Source: an optimization exercise on an open RTL-to-GDS flow (aim: small area, a short achievable clock period and few clock cycles). Production flows keep margins and buffers that such runs may drop.
Where RTL was checked, it was by simulation tests only, not by an equivalence proof against the original.
Only the layout flow was run in runs 1, 2 and 6; the RTL was not checked for function there.
No run shown here takes its clock network from TritonCTS; it comes from the design's own scripts or RTL.
The flow treats the clock pin as an ideal source. Dropping or thinning the clock tree relies on that and would not hold on a real chip.
Power figures rest on the tool's default switching activity, not on a simulated workload.

**flow/config.mk**
```make
export PLATFORM = sky130hd
export DESIGN_NAME = daly_rx
export DESIGN_NICKNAME = daly_rx
export VERILOG_FILES = /design/flow/design.v
export SDC_FILE = /design/flow/constraint.sdc
export NUM_CORES = 4
export LEC_CHECK = 0
export ABC_AREA = 1
export CAP_MARGIN = 20
export CORE_MARGIN = 2
export CORE_UTILIZATION = 55
export PLACE_DENSITY = 0.65
export SETUP_SLACK_MARGIN = 4.45
export SLEW_MARGIN = 20
```
**flow/constraint.sdc**
```tcl
create_clock -name core_clock -period 6.5 [get_ports {clk}]
set_input_delay 1.3000 -clock core_clock [delete_from_list [all_inputs] [get_ports {clk}]]
set_output_delay 1.3000 -clock core_clock [all_outputs]
set_load 0.01 [all_outputs]
```
**flow/design.v**
```verilog
module daly_rx (
    input  wire        clk,
    input  wire        rst,
    input  wire        start_valid,
    output wire        start_ready,
    input  wire [7:0]  start_cmd,
    input  wire [7:0]  start_n,
    input  wire        start_w2,
    input  wire [7:0]  start_count,
    input  wire        rx_valid,
    output wire        rx_ready,
    input  wire [7:0]  rx_data,
    input  wire        rx_last,
    input  wire        rx_ctl,
    output wire        item_valid,
    input  wire        item_ready,
    output wire [15:0] item_data,
    output wire        log_valid,
    output wire        log_kind,
    output wire [7:0]  log_a,
    output wire [7:0]  log_b,
    output wire        done,
    output wire [7:0]  done_frames,
    output wire [7:0]  done_items,
    output wire [2:0]  done_detail
);
    localparam D_NONE      = 3'd0;
    localparam D_READ_ERR  = 3'd1;
    localparam D_NO_DATA   = 3'd2;
    localparam D_SHORT     = 3'd3;
    localparam D_CHECKSUM  = 3'd4;
    localparam D_COMMAND   = 3'd5;
    reg        sr;             
    reg        rdy;            
    reg        rx_on;          
    reg        done_r;
    reg        emit;           
    reg [2:0]  nx;             
    reg [7:0]  x_cmd;
    reg        x_w2;
    reg [7:0]  rem;            
    reg [7:0]  nleft;          
    reg [3:0]  bc;             
    reg [7:0]  d_r;            
    reg        v_r;            
    reg        s_r;            
    reg        k_r;            
    reg [7:0]  sum_s;
    reg [2:0]  sum_c;
    reg        eq_r;           
    reg        cmd_ok;
    reg [7:0]  idx;            
    reg [7:0]  pb [0:6];       
    reg [15:0] itm;            
    reg [7:0]  frames;
    reg [7:0]  series;
    reg [7:0]  la;             
    reg [2:0]  detail;
    reg        log_v;
    reg        log_k;
    assign start_ready = sr;
    assign rx_ready    = rdy;
    assign item_valid  = emit;
    assign item_data   = itm;
    assign log_valid   = log_v;
    assign log_kind    = log_k;
    assign log_a       = la;
    assign log_b       = idx;
    assign done        = done_r;
    assign done_frames = frames;
    assign done_items  = series;
    assign done_detail = detail;
    wire start_take = start_valid && sr;
    wire take  = rx_valid && rdy;
    wire b12   = (bc == 4'd12);
    wire [3:0] bc1 = bc + 4'd1;
    wire short = take && !rx_ctl && !b12 && rx_last;
    wire rx_on_n = rx_on && nleft != 8'd0 &&
                   !(take && (rx_ctl || (b12 ? nleft == 8'd1 : rx_last)));
    wire e_r   = v_r && (bc == 4'd0);      
    wire       first = (bc == 4'd0);
    wire [7:0] cs = first ? 8'd0 : sum_s;
    wire [2:0] cc = first ? 3'd0 : sum_c;
    wire [2:0] ch0 = {1'b0, cs[1:0]} + {1'b0, rx_data[1:0]};
    wire [2:0] ch1 = {1'b0, cs[3:2]} + {1'b0, rx_data[3:2]} + {2'd0, cc[0]};
    wire [2:0] ch2 = {1'b0, cs[5:4]} + {1'b0, rx_data[5:4]} + {2'd0, cc[1]};
    wire [1:0] ch3 = cs[7:6] + rx_data[7:6] + {1'b0, cc[2]};
    wire [7:0] sum_r = sum_s + {1'b0, sum_c[2], 1'b0, sum_c[1], 1'b0, sum_c[0], 2'b0};
    wire eq    = (rx_data == sum_r);
    wire more  = (rem != 8'd0);
    wire lk    = take && b12 && cmd_ok && more && eq;
    wire [7:0] frames1 = frames + 8'd1;
    wire mm    = (idx != frames1);
    wire emit_take = emit && item_ready;
    wire last_item = (rem == 8'd1) || (nx == (x_w2 ? 3'd3 : 3'd7));
    wire emit_n    = lk || (emit && !(item_ready && last_item));
    wire fin_n     = !rx_on_n && !emit_n && !take;
    wire [3:0] freed = x_w2 ? {nx, 1'b0} : {1'b0, nx};
    wire stall_n = emit && (b12 || bc >= freed + 4'd4);
    wire [15:0] item_sel = x_w2 ? {pb[{nx[1:0], 1'b0}], pb[{nx[1:0], 1'b1}]}
                                : {{8{pb[nx][7]}}, pb[nx]};
    always @(posedge clk) begin
        if (take) begin
            bc    <= b12 ? 4'd0 : bc1;
            if (b12)
                log_k <= 1'b1;
            sum_s <= {ch3, ch2[1:0], ch1[1:0], ch0[1:0]};
            sum_c <= {ch2[2], ch1[2], ch0[2]};
        end
        eq_r <= eq;
        d_r <= take ? rx_data : 8'd0;
        v_r <= !rst && take;
        s_r <= !rst && short;
        k_r <= !rst && take && rx_ctl;
        if (v_r) begin
            if (bc == 4'd3)
                cmd_ok <= (d_r == x_cmd);
            if (bc == 4'd5)
                idx <= d_r;
            if (bc == 4'd6)  pb[0] <= d_r;
            if (bc == 4'd7)  pb[1] <= d_r;
            if (bc == 4'd8)  pb[2] <= d_r;
            if (bc == 4'd9)  pb[3] <= d_r;
            if (bc == 4'd10) pb[4] <= d_r;
            if (bc == 4'd11) pb[5] <= d_r;
            if (bc == 4'd12) pb[6] <= d_r;
        end
        if (e_r) begin
            nleft <= nleft - 8'd1;
            if (!eq_r)
                detail <= D_CHECKSUM;
            else if (!cmd_ok)
                detail <= D_COMMAND;
            else
                frames <= frames1;
        end
        if (k_r)
            detail <= d_r[0] ? D_READ_ERR : D_NO_DATA;
        if (s_r) begin
            log_k  <= 1'b0;
            detail <= D_SHORT;
            idx    <= 8'd0;
        end
        la <= s_r ? {4'd0, bc} : frames1;
        if (!emit || item_ready)
            itm <= item_sel;
        if (!emit)
            nx <= lk ? 3'd1 : 3'd0;
        if (emit_take) begin
            series <= series + 8'd1;
            rem    <= rem - 8'd1;
            nx     <= nx + 3'd1;
        end
        if (start_take) begin
            x_cmd  <= start_cmd;
            x_w2   <= start_w2;
            rem    <= start_count;
            nleft  <= start_n;
            bc     <= 4'd0;
            frames <= 8'd0;
            series <= 8'd0;
            detail <= D_NONE;
        end
    end
    always @(posedge clk) begin
        emit  <= !rst && emit_n;
        log_v <= !rst && (s_r || (lk && mm));
    end
    always @(posedge clk) begin
        if (rst) begin
            sr     <= 1'b1;
            rdy    <= 1'b0;
            rx_on  <= 1'b0;
            done_r <= 1'b0;
        end else begin
            if (start_take) begin
                sr     <= 1'b0;
                rdy    <= 1'b1;
                rx_on  <= 1'b1;
                done_r <= 1'b0;
            end else if (!sr) begin
                rx_on  <= rx_on_n;
                rdy    <= rx_on_n && !stall_n;
                done_r <= fin_n;
                sr     <= fin_n;
            end else begin
                done_r <= 1'b0;
            end
        end
    end
endmodule
```
**flow/flow/run.sh**
```bash
#!/bin/bash
# The standard ORFS layout, with two changes: the ports get plain buf_2
# buffers, and the clock tree is built by hand (flow/manual_cts_inv.tcl, run as
# ORFS's PRE_CTS hook) as two levels of clkinv_16 inverters.
set -euo pipefail
here=$(cd "$(dirname "${BASH_SOURCE[0]}")" && pwd)
export BUFFER_PORTS_ARGS="-buffer_cell sky130_fd_sc_hd__buf_2"
export PRE_CTS_TCL="$here/manual_cts_inv.tcl"
bash standard.sh > standard.log 2>&1
```
**flow/flow/manual_cts_inv.tcl**
```tcl
# PRE_CTS_TCL hook: builds the clock tree by hand and leaves ORFS's
# clock_tree_synthesis with nothing to do. The clock port drives four root
# clkinv_16 inverters; each drives two leaf clkinv_16 inverters, and each
# leaf drives the flip-flops of one placement region (regions made by
# splitting the flip-flops at the median, along the wider side, again and
# again). Every register sits two inversions from the clock port, so it
# sees the clock's own polarity. The rest of the CTS step (legalizing,
# timing repair) runs as usual.

# Splits items {x y ...} into k groups by recursive median bisection.
proc mct_bisect {items k} {
  if {$k <= 1 || [llength $items] < 2} { return [list $items] }
  set xs [lsort -integer [lmap i $items {lindex $i 0}]]
  set ys [lsort -integer [lmap i $items {lindex $i 1}]]
  set dx [expr {[lindex $xs end] - [lindex $xs 0]}]
  set dy [expr {[lindex $ys end] - [lindex $ys 0]}]
  set sorted [lsort -integer -index [expr {$dx >= $dy ? 0 : 1}] $items]
  set k1 [expr {$k / 2}]
  set n1 [expr {[llength $sorted] * $k1 / $k}]
  return [concat [mct_bisect [lrange $sorted 0 [expr {$n1 - 1}]] $k1] \
                 [mct_bisect [lrange $sorted $n1 end] [expr {$k - $k1}]]]
}

proc mct_centroid {grp} {
  set sx 0
  set sy 0
  foreach s $grp {
    incr sx [lindex $s 0]
    incr sy [lindex $s 1]
  }
  return [list [expr {$sx / [llength $grp]}] [expr {$sy / [llength $grp]}]]
}

proc mct_add_buf {block master name loc innet} {
  set inst [odb::dbInst_create $block $master $name]
  $inst setLocation {*}$loc
  $inst setPlacementStatus PLACED
  set net [odb::dbNet_create $block "${name}_net"]
  $net setSigType CLOCK
  [$inst findITerm A] connect $innet
  [$inst findITerm $::mct_out] connect $net
  return $net
}

proc manual_clock_tree {nroot nleaf bufname} {
  set block [ord::get_db_block]
  set master [[ord::get_db] findMaster $bufname]
  set clknet [$block findNet clk]
  set sinks {}
  foreach it [$clknet getITerms] {
    lassign [[$it getInst] getLocation] x y
    lappend sinks [list $x $y $it]
  }
  set leaves [mct_bisect $sinks $nleaf]
  set litems {}
  set i 0
  foreach grp $leaves {
    lappend litems [list {*}[mct_centroid $grp] $i]
    incr i
  }
  set r 0
  foreach rgrp [mct_bisect $litems $nroot] {
    set rnet [mct_add_buf $block $master "clkinvroot_$r" [mct_centroid $rgrp] $clknet]
    foreach l $rgrp {
      set i [lindex $l 2]
      set grp [lindex $leaves $i]
      set lnet [mct_add_buf $block $master "clkinvleaf_$i" [lrange $l 0 1] $rnet]
      foreach s $grp {
        set it [lindex $s 2]
        $it disconnect
        $it connect $lnet
      }
      puts "manual clock tree: clkinvroot_$r -> clkinvleaf_$i -> [llength $grp] clock pins"
    }
    incr r
  }
}

set ::mct_out Y
manual_clock_tree 4 8 sky130_fd_sc_hd__clkinv_16
set_propagated_clock [all_clocks]
rename clock_tree_synthesis orfs_clock_tree_synthesis_unused
proc clock_tree_synthesis {args} {
  puts "clock_tree_synthesis skipped: the clock tree was built by the PRE_CTS hook"
}
# cts.tcl runs repair_clock_inverters after this hook; it would clone the
# tree's inverters next to every register. The design has no other clock
# inverters, so it has nothing else to do.
rename repair_clock_inverters orfs_repair_clock_inverters_unused
proc repair_clock_inverters {args} {
  puts "repair_clock_inverters skipped: the clock tree was built by the PRE_CTS hook"
}
```
**flow/standard.sh**
```bash
#!/bin/bash
# synth_recipe.tcl (not shown) runs the flow's synth.tcl, then flattens the netlist and writes it again
# the make line also repeats each setting of config.mk as NAME=value (left out here)
make -C /OpenROAD-flow-scripts/flow DESIGN_CONFIG=/design/flow/config.mk WORK_HOME=/design/flow/orfs CLKGATE_MAP_FILE= SYNTH_SCRIPT=/design/flow/synth_recipe.tcl "${@:-finish}"
```
==> results of run 1 <==
[state kept, by name (all words and copies together), names as in the netlist, 3 cells and up]
register  cells
la            8
nleft         8
idx           8
sum_s         8
x_cmd         8
frames        8
pb           56
detail        3
itm          16
d_r           8
bc            4
rem           8
series        8
sum_c         3
nx            3
[metrics by stage]
stage          area [um^2]  hold slack (ns)
3_3_place_gp          8920            0.435
6_report             10100            0.460
4_1_cts               9790            0.464
3_5_place_dp          8920            0.456
5_1_grt              10100            0.488
2_1_floorplan         8350            0.454
[repair_timing]
action                     CTS  global route
setup buffers               23            23
pin swaps                   34            31
gates resized for setup     68            50
gates cloned                 3             2
setup endpoints to repair  127            69
[power by group through the flow]
stage / registers (mW) / clock network (mW) / logic (mW)
2_1_floorplan: 1.26 / 0 / 0.154
3_3_place_gp: 1.26 / 0 / 0.220
3_5_place_dp: 1.26 / 0 / 0.230
4_1_cts: 1.24 / 0.599 / 0.258
5_1_grt: 1.24 / 0.652 / 0.309
6_report: 1.24 / 0.590 / 0.275
[cell type report]
type / instances / area [um^2]
flip-flops and latches: 170 / 4550
fillers: 1139 / 4390
multi-input cells: 561 / 3500
repair buffers: 142 / 936
inverters: 135 / 901
well taps: 184 / 230
repair inverters: 2 / 22.5
[layout by cell type, fill, tap and decap left out, types with 10 or more instances in the layout]
master / instances
o221ai_1: 10
ha_1: 21
a21oi_1: 39
xor2_1: 10
nand2_1: 161
nor2_1: 78
edfxtp_1: 112
dfxtp_1: 47
nand3_1: 33
buf_4: 44
xnor2_1: 11
clkinv_16: 13
o211ai_1: 15
inv_1: 103
inv_2: 13
o21ai_0: 65
buf_2: 87
[cell families after synthesis]
group | Yosys count | synth area share (%)
mux | 1 | 0.122
buf+inv | 145 | 6.88
fa+ha+maj | 33 | 5.60
compound gates | 162 | 11.7
xor+xnor | 25 | 2.68
flops | 170 | 55.3
simple gates | 337 | 17.7
[worst max-delay path by stage]
stage,end,from,slack (ns),cells after the start
after floorplan,sum_s[5],rx_data[4],4.08,4
after global placement,rem[6],start_valid,3.55,5
after detailed placement,nleft[5],start_valid,3.47,5
after CTS,sum_s[3],rx_data[2],4.11,5
after global routing,log_v,rx_data[2],4.01,12
final,sum_s[3],rx_data[2],4.07,5
[metal layers]
| metal | GRT usage, % | part of all wire [%] | vias up |
|---|---|---|---|
| met5 | 0 | 0 | - |
| met4 | 3.81 | 1.7 | 0 |
| met3 | 2.85 | 8.2 | 27 |
| met2 | 42.7 | 48 | 319 |
| met1 | 38.0 | 42 | 3134 |
| li1 | - | - | 3197 |
[critical path, cell delays in order]
cell	delay, ns
buf_12	0.09
inv_12	0.03
fa_2	0.34
fa_2	0.54
inv_1	0.04
==> impl_metrics.json, run 1 <==
{
  "ys_ff_latch": 170,
  "skew_ns": 0.00918,
  "overflow": 0,
  "stdcell_count": 1194,
  "ant_nets": 0,
  "dieWidth_um": 126,
  "synth_warnings": 2,
  "cap_violations": 0,
  "rsz0062_at_grt": "yes",
  "grt_usage_pct": 25.8,
  "whs_endpoint": "detail[2]",
  "grt_start_max_net_pins": 37,
  "reg2reg_depth": 7,
  "initial_core_util_pct": 56.3,
  "syn_nets": 946,
  "first_iter_violations": 598,
  "fin_nets": 1085,
  "numPortBuffers": 96,
  "dp_hpwl_um": 14500,
  "reg2reg_slack_ns": 4.23,
  "crit_type": "in -> reg",
  "drv_slew": 0,
  "synthArstFlopShare_pct": 0,
  "internal_power_mw": 1.47,
  "syn_avg_cell_area_um2": 9.37,
  "critPathLaunchType": "input pin",
  "required_ns": 6.40,
  "vias_per_cell": 5.59,
  "fp.dieH_um": 126,
  "syn_inst": 873,
  "comb_power_share_pct": 13.0,
  "drc_errors": 0,
  "fin_ws_ns": 4.07,
  "area_delta_synth_final_pct": 24.0,
  "ys.flop_type": "edfxtp_1",
  "clk_latency_ns": 0.14,
  "r2r-end": "sum_s[3]",
  "dieArea_um2": 15900,
  "avgRoutedWirePerCell_um": 17.8,
  "diodes": 0,
  "finalHoldViolations": 0,
  "synth_cell_types": 44,
  "tns_ns": 0,
  "syn_area_um2": 8180,
  "hold_class": "reg -> reg",
  "max-slew-margin-rel_pct": 34.3,
  "switching_share_pct": 30.2,
  "fmax_ghz": 0.411,
  "run_status": "no timing/DRC/antenna violations",
  "power.share.clock_pct": 28.0,
  "antenna_found_initial": 0,
  "ys_seq_area_share_pct": 55.3,
  "dpl.cell_count": 1131,
  "first_global_vias": 6309,
  "post-place-ws_ns": 3.47,
  "gp_congestion": 0.890,
  "irDropWorstVdd_uv": 158,
  "post-synth-top-area-cell": "edfxtp_1",
  "rows": 44,
  "drt_pre_antenna_iters": 5,
  "tightest_slew_ns": 0.980,
  "io_pins": 97,
  "hp-start": "detail[2]",
  "p_seq_share_pct": 58.9,
  "num_vias": 6677,
  "min_delay_path_depth": 2,
  "setup_viol": 0,
  "routed_wl_um": 21200,
  "reg2reg_from": "bc[0]",
  "yosysTopAreaCellShare_pct": 41.1,
  "power.switching_mw": 0.635,
  "endpoint_kind": "flip-flop",
  "arrival_ns": 2.33,
  "critPathMaxFanout": 2,
  "final_util_pct": 69.8,
  "holdBufCountCts": 0,
  "clk_pin_slew_ns": 0.06,
  "period_share_pct": 37.4,
  "yosys-top-cells-area": "edfxtp_1, dfxtp_1, nand2_1",
  "core-area_um2": 14500,
  "synth_common_cells": "nand2_1, inv_1, edfxtp_1",
  "power_density_nw_per_um2": 207,
  "synth_most_common_cell": "nand2_1",
  "p_total_mw": 2.10,
  "min_period_ns": 2.43,
  "p_leak_nw": 4.25,
  "drive_gt1_share_pct": 26.4,
  "grt_pass1_wl_um": 33200,
  "synth_edf_count": 112
}
==> run 2, diff against run 1 <==
--- a/flow/design.v
+++ b/flow/design.v
@@ -47,5 +47,3 @@
     reg        k_r;            
-    reg [7:0]  sum_s;
-    reg [2:0]  sum_c;
-    reg        eq_r;           
+    reg [7:0]  sum;            
     reg        cmd_ok;
@@ -80,13 +78,6 @@
     wire e_r   = v_r && (bc == 4'd0);      
-    wire       first = (bc == 4'd0);
-    wire [7:0] cs = first ? 8'd0 : sum_s;
-    wire [2:0] cc = first ? 3'd0 : sum_c;
-    wire [2:0] ch0 = {1'b0, cs[1:0]} + {1'b0, rx_data[1:0]};
-    wire [2:0] ch1 = {1'b0, cs[3:2]} + {1'b0, rx_data[3:2]} + {2'd0, cc[0]};
-    wire [2:0] ch2 = {1'b0, cs[5:4]} + {1'b0, rx_data[5:4]} + {2'd0, cc[1]};
-    wire [1:0] ch3 = cs[7:6] + rx_data[7:6] + {1'b0, cc[2]};
-    wire [7:0] sum_r = sum_s + {1'b0, sum_c[2], 1'b0, sum_c[1], 1'b0, sum_c[0], 2'b0};
-    wire eq    = (rx_data == sum_r);
+    wire eq    = (d_r == sum);
     wire more  = (rem != 8'd0);
-    wire lk    = take && b12 && cmd_ok && more && eq;
+    wire okf   = e_r && eq && cmd_ok;
+    wire lk    = okf && more;
     wire [7:0] frames1 = frames + 8'd1;
@@ -102,10 +93,4 @@
     always @(posedge clk) begin
-        if (take) begin
-            bc    <= b12 ? 4'd0 : bc1;
-            if (b12)
-                log_k <= 1'b1;
-            sum_s <= {ch3, ch2[1:0], ch1[1:0], ch0[1:0]};
-            sum_c <= {ch2[2], ch1[2], ch0[2]};
-        end
-        eq_r <= eq;
+        if (take)
+            bc <= b12 ? 4'd0 : bc1;
         d_r <= take ? rx_data : 8'd0;
@@ -114,2 +99,3 @@
         k_r <= !rst && take && rx_ctl;
+        sum <= (v_r && bc == 4'd1 ? 8'd0 : sum) + d_r;
         if (v_r) begin
@@ -129,3 +115,4 @@
             nleft <= nleft - 8'd1;
-            if (!eq_r)
+            log_k <= 1'b1;
+            if (!eq)
                 detail <= D_CHECKSUM;
==> flow/flow/run.sh (replaced) <==
#!/bin/bash
# The standard ORFS layout, with two changes: the ports get plain buf_2
# buffers, and the clock tree is built by hand (flow/manual_cts_inv8.tcl, run as
# ORFS's PRE_CTS hook) as two levels of clkinv_8 inverters.
set -euo pipefail
here=$(cd "$(dirname "${BASH_SOURCE[0]}")" && pwd)
export BUFFER_PORTS_ARGS="-buffer_cell sky130_fd_sc_hd__buf_2"
export PRE_CTS_TCL="$here/manual_cts_inv8.tcl"
bash standard.sh > standard.log 2>&1
==> flow/flow/manual_cts_inv8.tcl (new file) <==
# PRE_CTS_TCL hook: builds the clock tree by hand and leaves ORFS's
# clock_tree_synthesis with nothing to do. The clock port drives four root
# clkinv_8 inverters; each drives three leaf clkinv_8 inverters, and each
# leaf drives the flip-flops of one placement region (regions made by
# splitting the flip-flops at the median, along the wider side, again and
# again). Every register sits two inversions from the clock port, so it
# sees the clock's own polarity. The rest of the CTS step (legalizing,
# timing repair) runs as usual.

# Splits items {x y ...} into k groups by recursive median bisection.
proc mct_bisect {items k} {
  if {$k <= 1 || [llength $items] < 2} { return [list $items] }
  set xs [lsort -integer [lmap i $items {lindex $i 0}]]
  set ys [lsort -integer [lmap i $items {lindex $i 1}]]
  set dx [expr {[lindex $xs end] - [lindex $xs 0]}]
  set dy [expr {[lindex $ys end] - [lindex $ys 0]}]
  set sorted [lsort -integer -index [expr {$dx >= $dy ? 0 : 1}] $items]
  set k1 [expr {$k / 2}]
  set n1 [expr {[llength $sorted] * $k1 / $k}]
  return [concat [mct_bisect [lrange $sorted 0 [expr {$n1 - 1}]] $k1] \
                 [mct_bisect [lrange $sorted $n1 end] [expr {$k - $k1}]]]
}

proc mct_centroid {grp} {
  set sx 0
  set sy 0
  foreach s $grp {
    incr sx [lindex $s 0]
    incr sy [lindex $s 1]
  }
  return [list [expr {$sx / [llength $grp]}] [expr {$sy / [llength $grp]}]]
}

proc mct_add_buf {block master name loc innet} {
  set inst [odb::dbInst_create $block $master $name]
  $inst setLocation {*}$loc
  $inst setPlacementStatus PLACED
  set net [odb::dbNet_create $block "${name}_net"]
  $net setSigType CLOCK
  [$inst findITerm A] connect $innet
  [$inst findITerm $::mct_out] connect $net
  return $net
}

proc manual_clock_tree {nroot nleaf bufname} {
  set block [ord::get_db_block]
  set master [[ord::get_db] findMaster $bufname]
  set clknet [$block findNet clk]
  set sinks {}
  foreach it [$clknet getITerms] {
    lassign [[$it getInst] getLocation] x y
    lappend sinks [list $x $y $it]
  }
  set leaves [mct_bisect $sinks $nleaf]
  set litems {}
  set i 0
  foreach grp $leaves {
    lappend litems [list {*}[mct_centroid $grp] $i]
    incr i
  }
  set r 0
  foreach rgrp [mct_bisect $litems $nroot] {
    set rnet [mct_add_buf $block $master "clkinvroot_$r" [mct_centroid $rgrp] $clknet]
    foreach l $rgrp {
      set i [lindex $l 2]
      set grp [lindex $leaves $i]
      set lnet [mct_add_buf $block $master "clkinvleaf_$i" [lrange $l 0 1] $rnet]
      foreach s $grp {
        set it [lindex $s 2]
        $it disconnect
        $it connect $lnet
      }
      puts "manual clock tree: clkinvroot_$r -> clkinvleaf_$i -> [llength $grp] clock pins"
    }
    incr r
  }
}

set ::mct_out Y
manual_clock_tree 4 12 sky130_fd_sc_hd__clkinv_8
set_propagated_clock [all_clocks]
rename clock_tree_synthesis orfs_clock_tree_synthesis_unused
proc clock_tree_synthesis {args} {
  puts "clock_tree_synthesis skipped: the clock tree was built by the PRE_CTS hook"
}
# cts.tcl runs repair_clock_inverters after this hook; it would clone the
# tree's inverters next to every register. The design has no other clock
# inverters, so it has nothing else to do.
rename repair_clock_inverters orfs_repair_clock_inverters_unused
proc repair_clock_inverters {args} {
  puts "repair_clock_inverters skipped: the clock tree was built by the PRE_CTS hook"
}
--- a/flow/config.mk
+++ b/flow/config.mk
@@ -10,4 +10,4 @@
 export CORE_MARGIN = 2
-export CORE_UTILIZATION = 55
-export PLACE_DENSITY = 0.65
+export CORE_UTILIZATION = 65
+export PLACE_DENSITY = 0.75
 export SETUP_SLACK_MARGIN = 4.45
removed: flow/flow/manual_cts_inv.tcl
==> run 2 against run 1 <==
Sequential power barely moved. First-iteration DRC count up 52%. Design area is 2.9% lower. Critical endpoint is now sum[6].
==> impl_metrics.json, run 2 <==
{
  "tightest_slew_ns": 1.02,
  "whs_ns": 0.489,
  "min_period_ns": 2.15,
  "dieArea_um2": 13100,
  "syn_area_um2": 7950,
  "cap_violations": 0,
  "synth_edf_count": 101,
  "synth_common_cells": "nand2_1, inv_1, edfxtp_1",
  "drc_errors": 0,
  "hold_class": "reg -> reg",
  "syn_avg_cell_area_um2": 9.32,
  "synth_cell_types": 48,
  "fin_nets": 1089,
  "r2r-end": "sum[6]",
  "clk_latency_ns": 0.16,
  "crit_type": "reg -> reg",
  "largest_reg_flops": 56,
  "avgRoutedWirePerCell_um": 20.2,
  "dieWidth_um": 115,
  "fin_ws_ns": 4.35,
  "syn_nets": 923,
  "ys_seq_area_share_pct": 54.5,
  "core-area_um2": 12000,
  "drv_slew": 0,
  "area_delta_synth_final_pct": 23.9,
  "largest_register": "pb",
  "synth_most_common_cell": "nand2_1",
  "hp-start": "detail[2]",
  "clk_pin_slew_ns": 0.06,
  "drt_pre_antenna_iters": 6,
  "routed_wl_um": 23500,
  "ys_ff_latch": 166,
  "endpoint_kind": "flip-flop",
  "critPathLaunchType": "flip-flop",
  "numPortBuffers": 96,
  "critPathMaxFanout": 7,
  "tns_ns": 0,
  "min_delay_path_depth": 2,
  "reg2reg_depth": 13,
  "diodes": 0,
  "fmax_ghz": 0.466,
  "final_util_pct": 82.4,
  "required_ns": 6.54,
  "period_share_pct": 33.0,
  "grt_pass1_wl_um": 32800,
  "cp_common_cell": "nor2_1",
  "num_vias": 7123,
  "antenna_found_initial": 0,
  "irDropWorstVdd_uv": 201,
  "arrival_ns": 2.19,
  "dp_hpwl_um": 14200,
  "syn_inst": 853,
  "yosysTopAreaCellShare_pct": 38.1,
  "grt_start_max_net_pins": 34,
  "first_iter_violations": 906,
  "gp_congestion": 0.980,
  "setup_viol": 0,
  "reg2reg_from": "bc[1]",
  "skew_ns": 0.0164,
  "rsz0062_at_grt": "yes",
  "final_common_cell": "nand2_1",
  "yosys-top-cells-area": "edfxtp_1, dfxtp_1, nand2_1",
  "max-slew-margin-rel_pct": 31.5,
  "io_pins": 97,
  "ant_nets": 0,
  "drive_gt1_share_pct": 31.9,
  "post-synth-top-area-cell": "edfxtp_1",
  "run_status": "no timing/DRC/antenna violations",
  "initial_core_util_pct": 66.5,
  "rows": 40,
  "max_stage_delay_ns": 0.37,
  "vias_per_cell": 6.12,
  "first_global_vias": 6560,
  "overflow": 0,
  "ys.flop_type": "edfxtp_1",
  "final_cell_mix": "nand2_1, inv_1, edfxtp_1",
  "synth_warnings": 2,
  "grt_usage_pct": 31.7,
  "synthArstFlopShare_pct": 0,
  "whs_endpoint": "detail[2]",
  "fp.dieH_um": 115,
  "post-place-ws_ns": 3.12,
  "cpMaxStageDelayCell": "dfxtp_4",
  "power_density_nw_per_um2": 218,
  "reg2reg_slack_ns": 4.35,
  "p_leak_nw": 4.24,
  "finalHoldViolations": 0,
  "holdBufCountCts": 0,
  "crit_chain": "inv_4, ha_4, nand2_4, nor2_4, nor2_2, ha_2, inv_2, fa_2, o21ai_2, a21oi_2, nor2_1, nor2_1, xnor2_1",
  "reg_top3": "pb (56), itm (16)"
}
-- run 2: routing by layer --
metal / vias up / GRT usage (%) / share of wire [%] / wire [um]
met5: - / 0 / 0 / 0
met4: 0 / 10.4 / 3.6 / 843
met3: 86 / 4.45 / 10 / 2460
met2: 512 / 51.6 / 47 / 11100
met1: 3313 / 44.3 / 39 / 9120
li1: 3212 / - / - / -
-- run 2: power breakdown --
part / switching (mW) / internal, mW / leakage (nW) / total [mW]
sequential: 0.0533 / 1.18 / 1.49 / 1.23
combinational: 0.230 / 0.165 / 2.63 / 0.395
clock: 0.418 / 0.105 / 0.110 / 0.523
-- run 2: area by class of cell --
class	count	area, um^2
timing repair buffer	163	1040
multi-input combinational	546	3470
inverter	142	781
tap	147	184
sequential	166	4370
fill	661	2110
-- run 2: logic make-up after synthesis --
| logic type | after synthesis | synth area share, % |
|---|---|---|
| AND/OR/NAND/NOR | 316 | 17.6 |
| AO/OA/AOI/OAI | 170 | 13.2 |
| flip-flops | 166 | 54.5 |
| buffers and inverters | 144 | 6.96 |
| adder cells (fa/ha/maj) | 30 | 4.82 |
| XOR/XNOR | 27 | 2.97 |
-- run 2: worst max path at each step --
stage,start,to,slack (ns),depth (start not counted)
floorplan,item_ready,series[7],4.42,8
global placement,start_valid,nleft[6],3.22,5
detailed placement,start_valid,rem[7],3.12,5
CTS,sr,start_ready,4.40,1
global route,bc[1],sum[7],4.27,12
finish,bc[1],sum[6],4.35,13
-- run 2: what timing repair did --
action | 4_1_cts | 5_1_grt
gates cloned | 1 | 2
gates resized for setup | 79 | 56
buffers inserted | 36 | 30
hold endpoints to repair | 0 | 0
setup endpoints to repair | 133 | 73
pin swaps | 18 | 32
-- run 2: metrics by stage --
stage / cell area, um^2 / power, mW / instances
6_report: 9850 / 2.15 / 1164
5_1_grt: 9850 / 2.22 / 1164
4_1_cts: 9400 / 2.08 / 1132
3_5_place_dp: 8590 / 1.54 / 1079
2_1_floorplan: 8020 / 1.45 / 853
3_3_place_gp: 8590 / 1.52 / 1079
-- run 2: worst max-delay path: cells and delay by family (launching register included) --
family                     cells  cell delay (ns)
DFF                            1             0.37
adders and majority gates      3             0.74
AOI/OAI and AO/OA              2             0.28
buffers and inverters          2             0.11
and+or+nand+nor                5             0.41
xor gates and xnor gates       1             0.12
==> run 3, diff against run 2 <==
--- a/flow/design.v
+++ b/flow/design.v
@@ -75,4 +75,3 @@
     wire short = take && !rx_ctl && !b12 && rx_last;
-    wire rx_on_n = rx_on && nleft != 8'd0 &&
-                   !(take && (rx_ctl || (b12 ? nleft == 8'd1 : rx_last)));
+    wire rx_on_n = rx_on && !(take && (rx_ctl || (b12 ? nleft == 8'd1 : rx_last)));
     wire e_r   = v_r && (bc == 4'd0);      
@@ -163,6 +162,6 @@
             if (start_take) begin
-                sr     <= 1'b0;
-                rdy    <= 1'b1;
-                rx_on  <= 1'b1;
-                done_r <= 1'b0;
+                sr     <= (start_n == 8'd0);
+                rdy    <= (start_n != 8'd0);
+                rx_on  <= (start_n != 8'd0);
+                done_r <= (start_n == 8'd0);
             end else if (!sr) begin
==> flow/flow/run.sh (replaced) <==
#!/bin/bash
# The standard ORFS layout, with two changes: the ports get plain buf_2
# buffers, and the clock tree is built by hand (flow/manual_cts_inv8x8.tcl, run as
# ORFS's PRE_CTS hook) as two levels of clkinv_8 inverters.
set -euo pipefail
here=$(cd "$(dirname "${BASH_SOURCE[0]}")" && pwd)
export BUFFER_PORTS_ARGS="-buffer_cell sky130_fd_sc_hd__buf_2"
export PRE_CTS_TCL="$here/manual_cts_inv8x8.tcl"
bash standard.sh > standard.log 2>&1
==> flow/flow/manual_cts_inv8x8.tcl (new file) <==
# PRE_CTS_TCL hook: builds the clock tree by hand and leaves ORFS's
# clock_tree_synthesis with nothing to do. The clock port drives four root
# clkinv_8 inverters; each drives two leaf clkinv_8 inverters, and each
# leaf drives the flip-flops of one placement region (regions made by
# splitting the flip-flops at the median, along the wider side, again and
# again). Every register sits two inversions from the clock port, so it
# sees the clock's own polarity. The rest of the CTS step (legalizing,
# timing repair) runs as usual.

# Splits items {x y ...} into k groups by recursive median bisection.
proc mct_bisect {items k} {
  if {$k <= 1 || [llength $items] < 2} { return [list $items] }
  set xs [lsort -integer [lmap i $items {lindex $i 0}]]
  set ys [lsort -integer [lmap i $items {lindex $i 1}]]
  set dx [expr {[lindex $xs end] - [lindex $xs 0]}]
  set dy [expr {[lindex $ys end] - [lindex $ys 0]}]
  set sorted [lsort -integer -index [expr {$dx >= $dy ? 0 : 1}] $items]
  set k1 [expr {$k / 2}]
  set n1 [expr {[llength $sorted] * $k1 / $k}]
  return [concat [mct_bisect [lrange $sorted 0 [expr {$n1 - 1}]] $k1] \
                 [mct_bisect [lrange $sorted $n1 end] [expr {$k - $k1}]]]
}

proc mct_centroid {grp} {
  set sx 0
  set sy 0
  foreach s $grp {
    incr sx [lindex $s 0]
    incr sy [lindex $s 1]
  }
  return [list [expr {$sx / [llength $grp]}] [expr {$sy / [llength $grp]}]]
}

proc mct_add_buf {block master name loc innet} {
  set inst [odb::dbInst_create $block $master $name]
  $inst setLocation {*}$loc
  $inst setPlacementStatus PLACED
  set net [odb::dbNet_create $block "${name}_net"]
  $net setSigType CLOCK
  [$inst findITerm A] connect $innet
  [$inst findITerm $::mct_out] connect $net
  return $net
}

proc manual_clock_tree {nroot nleaf bufname} {
  set block [ord::get_db_block]
  set master [[ord::get_db] findMaster $bufname]
  set clknet [$block findNet clk]
  set sinks {}
  foreach it [$clknet getITerms] {
    lassign [[$it getInst] getLocation] x y
    lappend sinks [list $x $y $it]
  }
  set leaves [mct_bisect $sinks $nleaf]
  set litems {}
  set i 0
  foreach grp $leaves {
    lappend litems [list {*}[mct_centroid $grp] $i]
    incr i
  }
  set r 0
  foreach rgrp [mct_bisect $litems $nroot] {
    set rnet [mct_add_buf $block $master "clkinvroot_$r" [mct_centroid $rgrp] $clknet]
    foreach l $rgrp {
      set i [lindex $l 2]
      set grp [lindex $leaves $i]
      set lnet [mct_add_buf $block $master "clkinvleaf_$i" [lrange $l 0 1] $rnet]
      foreach s $grp {
        set it [lindex $s 2]
        $it disconnect
        $it connect $lnet
      }
      puts "manual clock tree: clkinvroot_$r -> clkinvleaf_$i -> [llength $grp] clock pins"
    }
    incr r
  }
}

set ::mct_out Y
manual_clock_tree 4 8 sky130_fd_sc_hd__clkinv_8
set_propagated_clock [all_clocks]
rename clock_tree_synthesis orfs_clock_tree_synthesis_unused
proc clock_tree_synthesis {args} {
  puts "clock_tree_synthesis skipped: the clock tree was built by the PRE_CTS hook"
}
# cts.tcl runs repair_clock_inverters after this hook; it would clone the
# tree's inverters next to every register. The design has no other clock
# inverters, so it has nothing else to do.
rename repair_clock_inverters orfs_repair_clock_inverters_unused
proc repair_clock_inverters {args} {
  puts "repair_clock_inverters skipped: the clock tree was built by the PRE_CTS hook"
}
--- a/flow/config.mk
+++ b/flow/config.mk
@@ -10,5 +10,5 @@
 export CORE_MARGIN = 2
-export CORE_UTILIZATION = 65
-export PLACE_DENSITY = 0.75
-export SETUP_SLACK_MARGIN = 4.45
+export CORE_UTILIZATION = 55
+export PLACE_DENSITY = 0.65
+export SETUP_SLACK_MARGIN = 4.4
 export SLEW_MARGIN = 20
removed: flow/flow/manual_cts_inv8.tcl
==> run 3 against run 2 <==
Still clean on timing, DRC and antenna. Setup slack better by 0.0064 ns. Global-route usage is 8.0 points lower. Via count is 9.0% lower. Sequential power hardly changed. Highest routed layer unchanged.
==> impl_metrics.json, run 3 <==
{
  "tns_ns": 0,
  "irDropWorstVdd_uv": 163,
  "critPathLaunchType": "input pin",
  "initial_core_util_pct": 56.9,
  "rsz0062_at_grt": "yes",
  "wl_met3_um": 1590,
  "min_period_ns": 2.14,
  "endpoint_kind": "flip-flop",
  "p_seq_share_pct": 61.2,
  "synthMuxAreaShare_pct": 0,
  "diodes": 0,
  "dieWidth_um": 124,
  "top_layer_used": "met4",
  "grt_pass1_wl_um": 30700,
  "ant_nets": 0,
  "run_status": "no timing/DRC/antenna violations",
  "power.switching_mw": 0.613,
  "ys.flop_type": "edfxtp_1",
  "antenna_found_initial": 0,
  "syn_avg_cell_area_um2": 9.49,
  "finalHoldViolations": 0,
  "final_cell_mix": "nand2_1, edfxtp_1, inv_1, buf_2, nor2_1",
  "hold_class": "reg -> reg",
  "synth_cell_types": 48,
  "skew_ns": 0.0199,
  "vias_per_cell": 5.67,
  "avgRoutedWirePerCell_um": 17.1,
  "largest_register": "pb",
  "area_delta_synth_final_pct": 18.1,
  "numPortBuffers": 96,
  "syn_nets": 907,
  "io_pins": 97,
  "internal_power_mw": 1.42,
  "dieArea_um2": 15400,
  "largest_reg_flops": 56,
  "syn_inst": 838,
  "regArea_um2": 4350,
  "num_vias": 6485,
  "ys_ff_latch": 166,
  "synthArstFlopShare_pct": 0,
  "final_common_cell": "nand2_1",
  "yosysTopAreaCellShare_pct": 38.1,
  "synth_warnings": 2,
  "grt_start_max_net_pins": 44,
  "cap_violations": 0,
  "fin_nets": 1035,
  "crit_type": "in -> reg",
  "power.share.clock_pct": 21.7,
  "core-area_um2": 14000,
  "drive_gt1_share_pct": 25.4,
  "tightest_slew_ns": 0.742,
  "reg_top3": "pb (56), itm (16)",
  "arrival_ns": 1.94,
  "yosys-top-cells-area": "edfxtp_1, dfxtp_1, nand2_1",
  "synthAdderAreaFrac_pct": 4.66,
  "synthSimpleGateAreaFrac_pct": 17.8,
  "p_total_mw": 2.03,
  "drc_errors": 0,
  "rows": 43,
  "synth_top_family_by_area": "simple AND/OR/NAND/NOR gates",
  "overflow": 0,
  "fillers": 1103,
  "synth_edf_count": 101,
  "synth_compound_area_share_pct": 12.9,
  "syn_area_um2": 7950,
  "first_global_vias": 6162,
  "setup_viol": 0,
  "synth_xor_area_share_pct": 3.74,
  "fmax_ghz": 0.467,
  "clk_pin_slew_ns": 0.09,
  "wl_met1_um": 8740,
  "dp_hpwl_um": 13600,
  "grt_usage_pct": 23.7,
  "synth_common_cells": "nand2_1, edfxtp_1, inv_1",
  "clk_latency_ns": 0.15,
  "holdBufCountCts": 0,
  "fp.dieH_um": 124,
  "multiInputGateArea_um2": 3400,
  "period_share_pct": 33.0,
  "comb_power_share_pct": 17.1,
  "routed_wl_um": 19600,
  "drv_slew": 0,
  "p_leak_nw": 3.93,
  "power_density_nw_per_um2": 216,
  "ys_seq_area_share_pct": 54.5,
  "wl_met2_um": 8810,
  "post-synth-top-area-cell": "edfxtp_1",
  "switching_share_pct": 30.2,
  "synth_most_common_cell": "nand2_1",
  "drt_pre_antenna_iters": 7,
  "first_iter_violations": 552,
  "max-slew-margin-rel_pct": 50.4,
  "gp_congestion": 0.922,
  "critPathMaxFanout": 8,
  "required_ns": 6.30
}
[run 3: cell types whose count changed after synthesis, sizes merged, moves of 5 or more]
cell,previous run,this run
nand3,33,39
inv,123,108
nand2,157,146
nor2,95,85
xor2,17,24
a21oi,47,54
o211ai,13,20
o22ai,13,8
[run 3: metal layers]
layer / vias to the layer above / global-route usage (%)
li1: 3117 / -
met1: 3015 / 34.1
met2: 310 / 38.0
met3: 43 / 3.78
met4: 0 / 5.75
met5: - / 0
[run 3: power groups by stage]
stage | Combinational, mW | Sequential, mW | Clock [mW]
final | 0.347 | 1.24 | 0.441
after global routing | 0.392 | 1.25 | 0.493
after CTS | 0.311 | 1.24 | 0.447
after detailed placement | 0.298 | 1.26 | 0
after global placement | 0.286 | 1.26 | 0
after floorplan | 0.216 | 1.26 | 0
[run 3: timing repair]
item                                   in CTS  in global routing
endpoints found under the hold margin       0                  0
resized for setup                          41                 33
pin swaps                                  10                 12
buffers inserted                           15                 16
cloned                                      0                  4
setup endpoints to repair                  99                 56
[run 3: cell type report]
type | instances | area share (%)
inverters | 125 | 6.99
repair inverters | 1 | 0.120
multi-input cells | 544 | 36.2
repair buffers | 128 | 8.01
well taps | 180 | 2.40
flip-flops and latches | 166 | 46.3
[run 3: final timing paths]
kind,endpoint,from,slack [ns],cells past startpoint
setup / recovery,nleft[4],start_valid,4.36,3
hold / removal,detail[2],detail[2],0.48,2
setup reg to reg,itm[0],nx[1],4.45,8
hold reg to reg,detail[2],detail[2],0.48,2
[run 3: logic make-up after synthesis]
group           count (synthesis)
compound gates                172
buf+inv                       131
fa+ha+maj                      29
simple gates                  306
flops                         166
xor+xnor                       34
[run 3: per-stage QoR]
step	std cells	hold slack, ns	utilization [%]	cell area [um^2]	setup slack, ns
2_1_floorplan	838	0.469	-	7990	4.40
3_5_place_dp	1097	0.461	61.6	8620	3.41
5_1_grt	1144	0.511	67.1	9390	4.32
6_report	1144	0.480	67.1	9390	4.36
3_3_place_gp	1097	0.447	61.6	8620	3.48
4_1_cts	1124	0.473	65.1	9110	4.34
[run 3: critical path, stage by stage]
cell and delay [ns]:
buf_2 0.22, nand2_8 0.15, o21ai_2 0.25
Testbench counts of run 3, summed over its fixed seeds: cycles 56,088.
==> run 4, diff against run 3 <==
--- a/flow/config.mk
+++ b/flow/config.mk
@@ -12,3 +12,3 @@
 export PLACE_DENSITY = 0.65
-export SETUP_SLACK_MARGIN = 4.4
+export SETUP_SLACK_MARGIN = 4.45
 export SLEW_MARGIN = 20
==> run 4 against run 3 <==
Via count rose by 2.8%. Setup slack better by 0.047 ns. Still clean on timing, DRC and antenna. Sequential cell count did not move. Final cell count rose by 1.7%. Critical path depth up 2. Sequential share of layout area is 1.3 points lower. Clock power barely moved. Global-route usage increased by 1.6 points.
==> impl_metrics.json, run 4 <==
{
  "min_delay_path_depth": 2,
  "period_share_pct": 32.2,
  "post-synth-top-area-cell": "edfxtp_1",
  "fin_nets": 1055,
  "drive_gt1_share_pct": 27.4,
  "critPathMaxFanout": 9,
  "ys.flop_type": "edfxtp_1",
  "drt_pre_antenna_iters": 6,
  "arrival_ns": 2.00,
  "min_period_ns": 2.09,
  "yosys-top-cells-area": "edfxtp_1, dfxtp_1, nand2_1",
  "grt_usage_pct": 25.3,
  "drc_errors": 0,
  "core-area_um2": 14000,
  "first_iter_violations": 628,
  "p_leak_nw": 4.05,
  "irDropWorstVdd_uv": 161,
  "run_status": "no timing/DRC/antenna violations",
  "whs_ns": 0.460,
  "multiInputGateArea_um2": 3450,
  "overflow": 0,
  "synth_common_cells": "nand2_1, edfxtp_1, inv_1",
  "syn_nets": 907,
  "tightest_slew_ns": 1.08,
  "clk_pin_slew_ns": 0.08,
  "endpoint_kind": "flip-flop",
  "critPathLaunchType": "input pin",
  "synth_edf_count": 101,
  "dieWidth_um": 124,
  "gp_congestion": 0.901,
  "holdBufCountCts": 0,
  "regArea_um2": 4370,
  "grt_start_max_net_pins": 24,
  "rows": 43,
  "synth_most_common_cell": "nand2_1",
  "grt_pass1_wl_um": 32300,
  "final_cell_mix": "nand2_1, edfxtp_1, inv_1",
  "cap_violations": 0,
  "reg_top3": "pb (56), itm (16)",
  "synthArstFlopShare_pct": 0,
  "required_ns": 6.40,
  "numPortBuffers": 96,
  "fp.dieH_um": 124,
  "num_vias": 6665,
  "diodes": 0,
  "power_density_nw_per_um2": 212,
  "rsz0062_at_grt": "yes",
  "first_global_vias": 6338,
  "clk_latency_ns": 0.15,
  "setup_viol": 0,
  "ys_ff_latch": 166,
  "largest_reg_flops": 56,
  "avgRoutedWirePerCell_um": 18.2,
  "hold_class": "reg -> reg",
  "fmax_ghz": 0.477,
  "ys_seq_area_share_pct": 54.5,
  "area_delta_synth_final_pct": 21.9,
  "ant_nets": 0,
  "drv_slew": 0,
  "syn_inst": 838,
  "fillers": 1084,
  "skew_ns": 0.0225,
  "tns_ns": 0,
  "yosysTopAreaCellShare_pct": 38.1,
  "finalHoldViolations": 0,
  "crit_type": "in -> reg",
  "reg2reg_depth": 10,
  "syn_avg_cell_area_um2": 9.49,
  "synth_warnings": 2,
  "synth_cell_types": 48,
  "dp_hpwl_um": 13800,
  "dieArea_um2": 15400,
  "max-slew-margin-rel_pct": 27.5,
  "final_common_cell": "nand2_1",
  "antenna_found_initial": 0,
  "routed_wl_um": 21200,
  "vias_per_cell": 5.73,
  "initial_core_util_pct": 56.9,
  "io_pins": 97,
  "largest_register": "pb",
  "final_util_pct": 69.3,
  "syn_area_um2": 7950
}
-- run 4: critical path: stages --
cell and delay, ns:
buf_4 0.14, nand2_8 0.16, buf_4 0.20, nor2_1 0.13, a21oi_1 0.06
-- run 4: cell type report --
type | instances | share of cell area (%)
repair buffers | 148 | 10.0
repair inverters | 2 | 0.284
multi-input cells | 543 | 35.6
flip-flops and latches | 166 | 45.0
well taps | 180 | 2.32
inverters | 125 | 6.79
-- run 4: kinds of logic after synthesis --
kind of cell | synth area share, %
and+or+nand+nor | 17.8
AOI/OAI and AO/OA | 12.9
DFF | 54.5
buffers and inverters | 6.39
xor gates and xnor gates | 3.74
adders and majority gates | 4.66
-- run 4: power breakdown --
part | switching, mW | internal, mW | total [mW]
sequential | 0.0537 | 1.18 | 1.24
combinational | 0.216 | 0.159 | 0.374
clock | 0.358 | 0.0843 | 0.442
-- run 4: final timing paths --
path | startpoint | end | slack, ns
hold reg to reg | detail[2] | detail[2] | 0.46
setup reg to reg | bc[0] | sum[4] | 4.45
setup / recovery | start_valid | nleft[3] | 4.41
hold / removal | detail[2] | detail[2] | 0.46
-- run 4: timing repair --
action / 4_1_cts / 5_1_grt
gates cloned: 3 / 2
pin swaps: 20 / 29
endpoints found under the setup margin: 120 / 49
buffers inserted: 19 / 29
gates resized for setup: 55 / 47
-- run 4: metal layers --
layer  GRT usage, %  wire length, um  part of all wire, %  vias up
met5              0                0                    0        -
met1           36.0             9150                   43     3154
met3           2.49             1580                  7.4       52
met4           4.36              420                  2.0        0
met2           42.9            10100                   47      300
li1               -                -                    -     3159
-- run 4: stage by stage --
stage                     setup WS, ns  cells  area (um^2)  power [mW]
after floorplan                   4.40    838         8000        1.47
after global placement            3.48   1099         8640        1.55
after detailed placement          3.40   1099         8640        1.56
after CTS                         4.29   1133         9260        2.03
after global routing              4.31   1164         9700        2.15
final                             4.41   1164         9700        2.05
==> run 5, diff against run 4 <==
--- a/flow/config.mk
+++ b/flow/config.mk
@@ -12,3 +12,3 @@
 export PLACE_DENSITY = 0.65
-export SETUP_SLACK_MARGIN = 4.45
+export SETUP_SLACK_MARGIN = 4.37
 export SLEW_MARGIN = 20
==> run 5 against run 4 <==
Clock skew is 0.010 ns lower. Synthesized cell count unchanged. First-iteration DRC count increased by 2.7%. Combinational power decreased by 9.1%. Sequential power about the same. Largest power group unchanged. Sequential cell count unchanged. Routed wire length fell by 3.6%. Clock power is essentially flat. Global-route usage shrank 0.57 points.
==> impl_metrics.json, run 5 <==
{
  "run_status": "no timing/DRC/antenna violations",
  "io_pins": 97,
  "hold_class": "reg -> reg",
  "synthArstFlopShare_pct": 0,
  "syn_nets": 907,
  "drive_gt1_share_pct": 25.2,
  "arrival_ns": 2.17,
  "required_ns": 6.54,
  "clk_latency_ns": 0.15,
  "first_iter_violations": 645,
  "cpMaxStageDelayCell": "nor3_4",
  "first_global_vias": 6186,
  "finalHoldViolations": 0,
  "setup_viol": 0,
  "synth_edf_count": 101,
  "max-slew-margin-rel_pct": 32.8,
  "period_share_pct": 32.8,
  "routed_wl_um": 20500,
  "critPathLaunchType": "input pin",
  "multiInputGateArea_um2": 3380,
  "largest_register": "pb",
  "reg_top3": "pb (56), itm (16)",
  "rsz0062_at_grt": "yes",
  "diodes": 0,
  "final_common_cell": "nand2_1",
  "dp_hpwl_um": 14000,
  "core-area_um2": 14000,
  "regArea_um2": 4350,
  "overflow": 0,
  "crit_chain": "buf_6, nand2_4, nor3_4, nand2_2, inv_2, nand3_4, nor2_4, a21oi_2, o21a_1",
  "largest_reg_flops": 56,
  "avgRoutedWirePerCell_um": 17.8,
  "fillers": 1136,
  "gp_congestion": 0.955,
  "irDropWorstVdd_uv": 170,
  "numPortBuffers": 96,
  "initial_core_util_pct": 56.9,
  "syn_inst": 838,
  "max_stage_delay_ns": 0.19,
  "fin_nets": 1038,
  "whs_ns": 0.460,
  "critPathMaxFanout": 4,
  "synth_common_cells": "nand2_1, edfxtp_1, inv_1",
  "drv_slew": 0,
  "crit_type": "in -> reg",
  "grt_pass1_wl_um": 31700,
  "yosysTopAreaCellShare_pct": 38.1,
  "fp.dieH_um": 124,
  "fin_ws_ns": 4.37,
  "skew_ns": 0.0124,
  "grt_start_max_net_pins": 44,
  "tns_ns": 0,
  "synth_cell_types": 48,
  "synth_most_common_cell": "nand2_1",
  "cap_violations": 0,
  "tightest_slew_ns": 1.00,
  "endpoint_kind": "flip-flop",
  "fmax_ghz": 0.470,
  "drt_pre_antenna_iters": 5,
  "dieWidth_um": 124,
  "dieArea_um2": 15400,
  "min_period_ns": 2.13,
  "power_density_nw_per_um2": 214,
  "drc_errors": 0,
  "final_cell_mix": "nand2_1, edfxtp_1, inv_1, buf_2, nor2_1",
  "yosys-top-cells-area": "edfxtp_1, dfxtp_1, nand2_1",
  "area_delta_synth_final_pct": 18.7,
  "syn_avg_cell_area_um2": 9.49,
  "rows": 43,
  "vias_per_cell": 5.70,
  "num_vias": 6535,
  "post-synth-top-area-cell": "edfxtp_1",
  "ant_nets": 0,
  "clk_pin_slew_ns": 0.08,
  "grt_usage_pct": 24.7,
  "antenna_found_initial": 0,
  "ys_seq_area_share_pct": 54.5,
  "synth_warnings": 2,
  "p_leak_nw": 3.94,
  "syn_area_um2": 7950,
  "holdBufCountCts": 0,
  "ys_ff_latch": 166,
  "ys.flop_type": "edfxtp_1",
  "post-place-ws_ns": 2.98
}
==> run 5: layout make-up <==
| cell class | instances | area share (%) |
|---|---|---|
| Inverter | 125 | 7.00 |
| Timing Repair inverter | 1 | 0.119 |
| Timing Repair Buffer | 132 | 8.60 |
| Sequential cell | 166 | 46.1 |
| Tap cell | 180 | 2.39 |
| Multi-Input combinational cell | 543 | 35.8 |
==> run 5: worst paths after layout <==
check	to	depth (start not counted)	from	slack (ns)
worst max-delay path	series[7]	9	item_ready	4.37
worst min-delay path	detail[2]	2	detail[2]	0.46
worst max register to register	sum[6]	13	bc[1]	4.43
worst min register to register	detail[2]	2	detail[2]	0.46
==> run 5: where the power goes <==
part / switching (mW) / internal (mW) / leakage, nW
clock network: 0.359 / 0.0841 / 0.0827
logic: 0.198 / 0.142 / 2.35
registers: 0.0533 / 1.19 / 1.51
total: 0.610 / 1.41 / 3.94
==> run 5: cell families after synthesis <==
family,Yosys count,share of synthesized area (%)
compound gates,172,12.9
xor+xnor,34,3.74
fa+ha+maj,29,4.66
buf+inv,131,6.39
flops,166,54.5
simple gates,306,17.8
==> run 5: what timing repair did <==
item                                    4_1_cts  5_1_grt
pin swaps                                    11       19
gates resized for setup                      35       40
setup buffers                                14       20
cloned                                        1        3
endpoints found under the setup margin      108       64
==> run 5: through the flow <==
stage / cells / util [%] / power, mW / area, um^2
after global placement: 1097 / 61.6 / 1.54 / 8610
after CTS: 1124 / 65.1 / 2.01 / 9110
final: 1147 / 67.5 / 2.02 / 9440
after global routing: 1147 / 67.5 / 2.13 / 9440
after detailed placement: 1097 / 61.6 / 1.56 / 8610
after floorplan: 838 / - / 1.47 / 7980
==> run 5: routing by layer <==
layer | up-vias | track usage (%) | share of wire, % | wire, um
met4 | 0 | 2.97 | 0.99 | 203
met1 | 3129 | 35.2 | 43 | 8840
met3 | 17 | 2.79 | 7.3 | 1490
met2 | 265 | 42.3 | 48 | 9920
met5 | - | 0 | 0 | 0
li1 | 3124 | - | - | -
==> run 5: worst max-delay path, delay by kind of cell <==
kind | cells | cell delay [ns]
compound gates | 2 | 0.16
buf+inv | 2 | 0.16
simple gates | 5 | 0.53
==> run 6, diff against run 5 <==
--- a/flow/design.v
+++ b/flow/design.v
@@ -75,3 +75,4 @@
     wire short = take && !rx_ctl && !b12 && rx_last;
-    wire rx_on_n = rx_on && !(take && (rx_ctl || (b12 ? nleft == 8'd1 : rx_last)));
+    wire rx_on_n = rx_on && nleft != 8'd0 &&
+                   !(take && (rx_ctl || (b12 ? nleft == 8'd1 : rx_last)));
     wire e_r   = v_r && (bc == 4'd0);      
@@ -162,6 +163,6 @@
             if (start_take) begin
-                sr     <= (start_n == 8'd0);
-                rdy    <= (start_n != 8'd0);
-                rx_on  <= (start_n != 8'd0);
-                done_r <= (start_n == 8'd0);
+                sr     <= 1'b0;
+                rdy    <= 1'b1;
+                rx_on  <= 1'b1;
+                done_r <= 1'b0;
             end else if (!sr) begin
--- a/flow/config.mk
+++ b/flow/config.mk
@@ -12,3 +12,3 @@
 export PLACE_DENSITY = 0.65
-export SETUP_SLACK_MARGIN = 4.37
+export SETUP_SLACK_MARGIN = 4.45
 export SLEW_MARGIN = 20
==> run 6 against run 5 <==
Still clean. Clock skew is 0.0024 ns higher. Combinational power is 3% higher. Die area hardly changed. Routed wire length is 2.7% lower. First-iteration DRC count is 22% lower. Worst hold slack better by 0.011 ns. Global-route usage is 0.51 points lower. Setup slack better by 0.042 ns. Core utilization is 1.1 points higher. Power hardly changed. Sequential cell count stayed put. Synthesized cell count is 1.8% higher. Largest power group unchanged.
==> impl_metrics.json, run 6 <==
{
  "num_vias": 6543,
  "synthArstFlopShare_pct": 0,
  "first_global_vias": 6224,
  "grt_start_max_net_pins": 34,
  "reg2reg_slack_ns": 4.43,
  "endpoint_kind": "flip-flop",
  "busiest_layer": "met2",
  "routed_wl_um": 19900,
  "fin_nets": 1064,
  "grt_use_met3_pct": 2.32,
  "drt_pre_antenna_iters": 5,
  "arrival_ns": 2.16,
  "final_common_cell": "nand2_1",
  "fmax_ghz": 0.479,
  "hp-start": "log_k",
  "synthAdderAreaFrac_pct": 4.82,
  "dieArea_um2": 15400,
  "io_pins": 97,
  "core-area_um2": 14000,
  "antenna_found_initial": 0,
  "drv_slew": 0,
  "irDropWorstVdd_uv": 186,
  "drc_errors": 0,
  "power_density_nw_per_um2": 211,
  "period_share_pct": 32.1,
  "reg_top3": "pb (56), itm (16)",
  "whs_ns": 0.471,
  "synth_top_family_by_area": "simple AND/OR/NAND/NOR gates",
  "critPathMaxFanout": 3,
  "min_delay_path_depth": 2,
  "largest_reg_flops": 56,
  "cap_violations": 0,
  "ys_seq_area_share_pct": 54.5,
  "initial_core_util_pct": 56.8,
  "tightest_slew_ns": 0.927,
  "rows": 43,
  "finalHoldViolations": 0,
  "yosysTopAreaCellShare_pct": 38.1,
  "reg2reg_from": "bc[1]",
  "tns_ns": 0,
  "first_iter_violations": 503,
  "r2r-end": "sum[6]",
  "min_period_ns": 2.09,
  "synthMuxAreaShare_pct": 0,
  "syn_nets": 923,
  "diodes": 0,
  "vias_per_cell": 5.58,
  "ant_nets": 0,
  "clk_pin_slew_ns": 0.08,
  "max-slew-margin-rel_pct": 38.0,
  "synth_edf_count": 101,
  "syn_inst": 853,
  "clk_latency_ns": 0.15,
  "synth_warnings": 2,
  "grt_util_met2_pct": 40.9,
  "numPortBuffers": 96,
  "grt_pass1_wl_um": 31100,
  "fp.dieH_um": 124,
  "required_ns": 6.57,
  "overflow": 0,
  "final_cell_mix": "nand2_1, inv_1, edfxtp_1",
  "rsz0062_at_grt": "yes",
  "synth_cell_types": 48,
  "avgRoutedWirePerCell_um": 17.0,
  "synthSimpleGateAreaFrac_pct": 17.6,
  "grt_usage_pct": 24.2,
  "yosys-top-cells-area": "edfxtp_1, dfxtp_1, nand2_1",
  "setup_viol": 0,
  "synth_common_cells": "nand2_1, inv_1, edfxtp_1",
  "critPathLaunchType": "input pin",
  "syn_avg_cell_area_um2": 9.32,
  "crit_type": "in -> reg",
  "holdBufCountCts": 0,
  "skew_ns": 0.0148,
  "largest_register": "pb",
  "synth_compound_area_share_pct": 13.2,
  "synth_most_common_cell": "nand2_1",
  "syn_area_um2": 7950,
  "ys_ff_latch": 166,
  "ys.flop_type": "edfxtp_1",
  "p_leak_nw": 4.11,
  "dieWidth_um": 124,
  "dp_hpwl_um": 13900,
  "drive_gt1_share_pct": 29.1,
  "area_delta_synth_final_pct": 20.6,
  "post-synth-top-area-cell": "edfxtp_1",
  "whs_endpoint": "log_k",
  "synth_xor_area_share_pct": 2.97,
  "run_status": "no timing/DRC/antenna violations",
  "use_met1_pct": 33.9,
  "hold_class": "reg -> reg",
  "reg2reg_depth": 13,
  "gp_congestion": 0.923
}
[run 6: changes by cell type in the layout (fill, tap and decap cells not counted), sizes merged, moves of 4 or more]
cell / previous run / this run
nor3: 12 / 8
buf: 131 / 142
a21oi: 54 / 47
o21ai: 62 / 66
nand2: 147 / 158
inv: 107 / 121
o22ai: 8 / 13
xor2: 24 / 17
clkinv: 17 / 13
o211ai: 20 / 13
nand3: 39 / 33
nor2: 85 / 95
[run 6: stage by stage]
stage / worst slack [ns] / power [mW] / cell area (um^2) / cells / utilization [%]
floorplan: 4.42 / 1.45 / 8020 / 853 / -
global placement: 3.90 / 1.52 / 8640 / 1113 / 61.7
detailed placement: 3.80 / 1.54 / 8640 / 1113 / 61.8
CTS: 4.40 / 1.99 / 9190 / 1145 / 65.7
global route: 4.33 / 2.12 / 9590 / 1172 / 68.6
finish: 4.41 / 2.02 / 9590 / 1172 / 68.6
[run 6: report_power, final]
part / total (mW) / switching (mW) / internal [mW] / leakage (nW)
clock network: 0.446 / 0.362 / 0.0842 / 0.0827
registers: 1.23 / 0.0482 / 1.18 / 1.49
logic: 0.349 / 0.196 / 0.154 / 2.53
total: 2.02 / 0.606 / 1.42 / 4.11
[run 6: repair_timing]
action                     in CTS  in global routing
pin swaps                       8                 26
gates cloned                    1                  2
resized for setup              54                 57
setup endpoints to repair     108                 47
setup buffers                  19                 25
[run 6: metal layers]
layer | vias up | part of all wire, % | wire length [um]
li1 | 3165 | - | -
met1 | 3060 | 43 | 8610
met2 | 273 | 48 | 9470
met3 | 45 | 6.3 | 1250
met4 | 0 | 2.8 | 556
met5 | - | 0 | 0
[run 6: how the worst max path moves through the flow]
stage	from	to	slack [ns]	cells past startpoint
after global placement	start_valid	nleft[6]	3.90	6
after global routing	bc[1]	sum[6]	4.33	13
after floorplan	item_ready	series[7]	4.42	8
after CTS	rdy	rx_ready	4.40	1
final	item_ready	sr	4.41	5
after detailed placement	start_valid	nleft[0]	3.80	6
[run 6: final cells by class]
cell class              instances  area, um^2
flip-flops and latches        166        4380
repair buffers                144         931
inverters                     138         708
fillers                      1106        4400
multi-input cells             544        3350
well taps                     180         225
[run 6: critical path: stages]
cell     delay, ns
buf_6         0.09
inv_1         0.07
o21ai_0       0.38
nand2_1       0.15
o21ai_1       0.16
[run 6: cells by family (layout without fill, tap and decap cells)]
group	after synthesis	in the layout
adder cells (fa/ha/maj)	30	30
flip-flops	166	166
buffers and inverters	144	282
XOR/XNOR	27	27
AND/OR/NAND/NOR	316	317
AO/OA/AOI/OAI	170	170

## re-timing with driven ports
In the flow no input, the clock included, has a driving cell. The finished layouts below were timed again as built, in two steps.
Step 1, drivers: a clkbuf_16 drives clk and a buf_2 each remaining input, both assumed.
Step 2 adds t to the input delays and takes it off the output delays; t is the mean of the earliest and latest rising clock arrival at the registers after step 1. Input paths then give back, and output paths get back, about the clock's delay inside the block.
a / b / c = ideal / step 1 / step 2; a / b = the first two.
run | t (ns) | slack for setup (ns) | worst setup path at the end | slew at the worst register clock pin (ns)
run 1 | 0.350 | 4.069 / 4.222 / 3.871 | input to register | 0.06 / 0.06
run 2 | 0.301 | 4.352 / 4.209 / 4.170 | input to register | 0.07 / 0.07
run 3 | 0.291 | 4.358 / 4.287 / 4.192 | input to register | 0.09 / 0.09
run 4 | 0.286 | 4.405 / 4.277 / 4.243 | input to register | 0.09 / 0.09
run 5 | 0.286 | 4.370 / 4.299 / 4.186 | input to register | 0.08 / 0.08
run 6 | 0.292 | 4.412 / 4.321 / 4.233 | input to register | 0.08 / 0.08
After both steps setup and hold are still met in every run listed. The setup slack of run 1, which loses most, moves by +0.153 ns with the drivers and by -0.198 ns with both steps.
